From an optimization exercise on the open Yosys and OpenROAD flow, aimed at small area, a short achievable clock period and few clock cycles; shortcuts taken in it are not production practice.
The RTL was checked by simulation tests, not by an equivalence proof against the original design.

Design gf_ref_alu, start of the top module:
module gf_ref_alu (
    input  wire        clk,
    input  wire        rst,
    input  wire        cmd_valid,
    output wire        cmd_ready,
    input  wire [7:0]  cmd_op,
    input  wire [1:0]  cmd_ksel,
    input  wire [31:0] cmd_poly,
    input  wire [63:0] cmd_a,
    input  wire [63:0] cmd_b,
    output wire        rsp_valid,
    input  wire        rsp_ready,
    output wire [3:0]  rsp_cc,
    output wire [63:0] rsp_result
);
Size: ~270 flip-flops, ~240 I/O pins.
export LEC_CHECK = 0
export CAP_MARGIN = 20
export CORE_MARGIN = 2
export CORE_UTILIZATION = 45
export PLACE_DENSITY = 0.6
export SETUP_SLACK_MARGIN = 4
export SLEW_MARGIN = 20
create_clock -name core_clock -period 8.0 [get_ports {clk}]
run.sh (not shown) runs the stock make flow with config.mk's settings and CLKGATE_MAP_FILE= SYNTH_SCRIPT=/design/flow/synth_recipe.tcl, a recipe that flattens the netlist after the stock synthesis.
Testbench counts at the start, summed over its fixed seeds: cycles 44,907.
==> next run, changes <==
--- a/flow/design.v
+++ b/flow/design.v
@@ -134,15 +134,16 @@
     reg        fz;                
     reg  [4:0] efl;               
     reg        resp;              
     reg        o32, o16, o8, o4;  
     reg        rdy;               
     reg [2:0]  op;                
     reg        k4, k8, k16, k32;  
-    reg [63:0] A, B;
+    reg [63:0] B;
+    reg [63:32] A;               
     reg [31:0] R, X;
     reg        ux, zx, gx;        
     reg [D-1:0] DG;
     reg [D-1:1] MT;
     reg [CW-1:0] cnt;             
     reg [1:0]  dt;                
     reg [2:0]  mode;
@@ -271,21 +272,23 @@
             dsel_r = s[c*D +: D];
         end
     endfunction
     wire [63:0] mul_rn;
     gf_serial_mul #(.D(D)) u_mul (
         .red(red), .poly(P), .mt(MT), .r({A[63:32], R}), .x(X), .dg(DG), .rn(mul_rn)
     );
+    wire [31:0] a_in = ({32{k4}}  & {cmd_a[3:0], 28'd0}) | ({32{k8}}  & {cmd_a[7:0], 24'd0}) |
+                       ({32{k16}} & {cmd_a[15:0], 16'd0}) | ({32{k32}} & cmd_a[31:0]);
     reg [D-1:0] dg_next;
     always @(*) begin
         case (mode)
             M_B:     dg_next = dsel_l(B[31:0], k4, dt + 1'b1);
-            M_R:     dg_next = dsel_r(A, cnt - 1'b1);
+            M_R:     dg_next = dsel_r(cmd_a, cnt - 1'b1);
             M_SQ:    dg_next = dsel_l(X, k4, dt + 1'b1);
-            default: dg_next = dsel_l(A[31:0], k4, dt + 1'b1);
+            default: dg_next = dsel_l(a_in, k4, dt + 1'b1);
         endcase
     end
     wire [D-1:0] rn_top = dsel_l(mul_rn[31:0], k4, 2'd0);
     wire        e_fin = fz;
     wire        e_finn, e_top, e_sw;
     wire [4:0]  e_fln;
     wire [32:0] e_un, e_zn;
@@ -357,16 +360,15 @@
                     if (cmd_valid && (!resp || rsp_ready)) begin
                         op    <= c_op;
                         k4    <= c_k4;
                         k8    <= c_k8;
                         k16   <= c_k16;
                         k32   <= c_k32;
                         MT    <= d_mt;
-                        A     <= {c_euc ? c_al_p : c_pow ? c_b_hi : cmd_a[63:32],
-                                  c_ala ? c_al_a : cmd_a[31:0]};
+                        A[63:32] <= c_euc ? c_al_p : c_pow ? c_b_hi : cmd_a[63:32];
                         B     <= {c_al_p, c_inv ? c_al_a : c_alb ? c_al_b : (cmd_b[31:0] & c_b_lm)};
                         cc    <= 3'd0;
                         R     <= 32'd0;
                         eill  <= c_ill;
                         o32   <= ~((c_op == 3'd1) | (c_op == 3'd3) | (c_op == 3'd5) | (c_op == 3'd6)) | c_k32;
                         o16   <= ((c_op == 3'd1) | (c_op == 3'd3) | (c_op == 3'd5) | (c_op == 3'd6)) & c_k16;
                         o8    <= ((c_op == 3'd1) | (c_op == 3'd3) | (c_op == 3'd5) | (c_op == 3'd6)) & c_k8;
@@ -438,49 +440,59 @@
                             end
                             default: begin
                                 X   <= mul_rn[31:0];
                                 cnt <= nde;
                                 dt  <= 2'd0;
                                 if (mode == M_SQ && pbit) begin
                                     R    <= 32'd0;
-                                    DG   <= dsel_l(A[31:0], k4, 2'd0);
+                                    DG   <= dsel_l(a_in, k4, 2'd0);
                                     mode <= M_MA;
+                                    rdy  <= (nde == {CW{1'b0}}) && (ecnt == 6'd0);
                                 end else if (ecnt == 6'd0) begin
                                     A[63:32] <= 32'd0;
-                                    rdy      <= 1'b1;
-                                    state    <= S_RDY;
+                                    if (rdy) begin
+                                        rdy   <= 1'b0;
+                                        resp  <= 1'b1;
+                                        state <= S_IDLE;
+                                    end else begin
+                                        rdy   <= 1'b1;
+                                        state <= S_RDY;
+                                    end
                                 end else begin
                                     R        <= 32'd0;
                                     DG       <= rn_top;
                                     mode     <= M_SQ;
                                     pbit     <= x_top;
                                     A[63:32] <= Ah << 1;
                                     ecnt     <= ecnt - 1'b1;
+                                    rdy      <= (nde == {CW{1'b0}}) && (ecnt == 6'd1) && !x_top;
                                 end
                             end
                         endcase
                     end else begin
                         DG  <= dg_next;
                         cnt <= cnt - 1'b1;
                         dt  <= dt + 1'b1;
-                        if (cnt == {{(CW-1){1'b0}}, 1'b1} && mode < M_SQ) rdy <= 1'b1;
+                        if (cnt == {{(CW-1){1'b0}}, 1'b1} &&
+                            (mode < M_SQ || (ecnt == 6'd0 && (mode == M_MA || !pbit))))
+                            rdy <= 1'b1;
                     end
                 end
                 S_INV: begin
                     if (e_fin) begin
                         A[63:32] <= 32'd0;
                         if (!e_top) begin
                             cc    <= z0 ? 3'd0 : 3'd7;
                             R     <= 32'd0;
                             rdy   <= 1'b1;
                             state <= S_RDY;
                         end else if (op[0]) begin              
                             X     <= R;
                             R     <= 32'd0;
-                            DG    <= dsel_l(A[31:0], k4, 2'd0);
+                            DG    <= dsel_l(a_in, k4, 2'd0);
                             dt    <= 2'd0;
                             cnt   <= nde;
                             rdy   <= (nde == {CW{1'b0}});
                             mode  <= M_A;
                             red   <= 1'b1;
                             state <= S_MUL;
                         end else begin
@@ -537,22 +549,23 @@
                         if (ecnt == 6'd0) begin
                             R        <= X;
                             A[63:32] <= 32'd0;
                             rdy      <= 1'b1;
                             state    <= S_RDY;
                         end else begin
                             R        <= 32'd0;
-                            DG       <= dsel_l(A[31:0], k4, 2'd0);
+                            DG       <= dsel_l(a_in, k4, 2'd0);
                             dt       <= 2'd0;
                             cnt      <= nde;
                             mode     <= M_SQ;
                             red      <= 1'b1;
                             pbit     <= x_next;
                             A[63:32] <= Ah << 2;
                             ecnt     <= ecnt - 1'b1;
+                            rdy      <= (nde == {CW{1'b0}}) && (ecnt == 6'd1) && !x_next;
                             state    <= S_MUL;
                         end
                     end else begin
                         ecnt <= ecnt - 1'b1;
                     end
                 end
                 S_RDY: begin
The changed run went through all stages and came out clean.
Utilization shrinks by 0.62 points.
Clock skew shrinks by 0.024 ns.
Via count grows slightly.
Routed wire length grows slightly.
First-iteration DRC count is about the same.
Area after synthesis shrinks slightly.
Count of clock-buffer cells in the layout shrinks by 1.
Worst setup slack is better by 0.14 ns.
Testbench counts after the change, summed over its fixed seeds: cycles 44,464.

==> what the ideal ports hide <==
The flow's constraints put no driver on any port. The routed layouts listed below were extracted and timed again, unchanged, in two steps.
Step 1: set_driving_cell puts a clkbuf_16 on clk and a buf_2 on each other input, an assumption about the parent block.
Step 2 times the ports against the registers' clock, not the clock port: input delays grow and output delays shrink by t, the midpoint of the rising clock arrivals with the driver on.
a / b / c = ideal / step 1 / step 2; a / b = the first two.
| run | t, ns | slack for setup (ns) | hold slack, ns | worst setup path after step 2 | worst slew at a driven data input, ns |
|---|---|---|---|---|---|
| the first run | 0.633 | 3.789 / 3.789 / 3.261 | 0.521 / 0.521 / 0.521 | input to register | 0.12 |
| the second run | 0.680 | 3.932 / 3.970 / 3.290 | 0.591 / 0.591 / 0.591 | input to register | 0.06 |
After both steps every run listed still meets setup and hold. The setup slack of the second run, which loses most, moves by +0.038 ns with the drivers and by -0.642 ns with both steps.
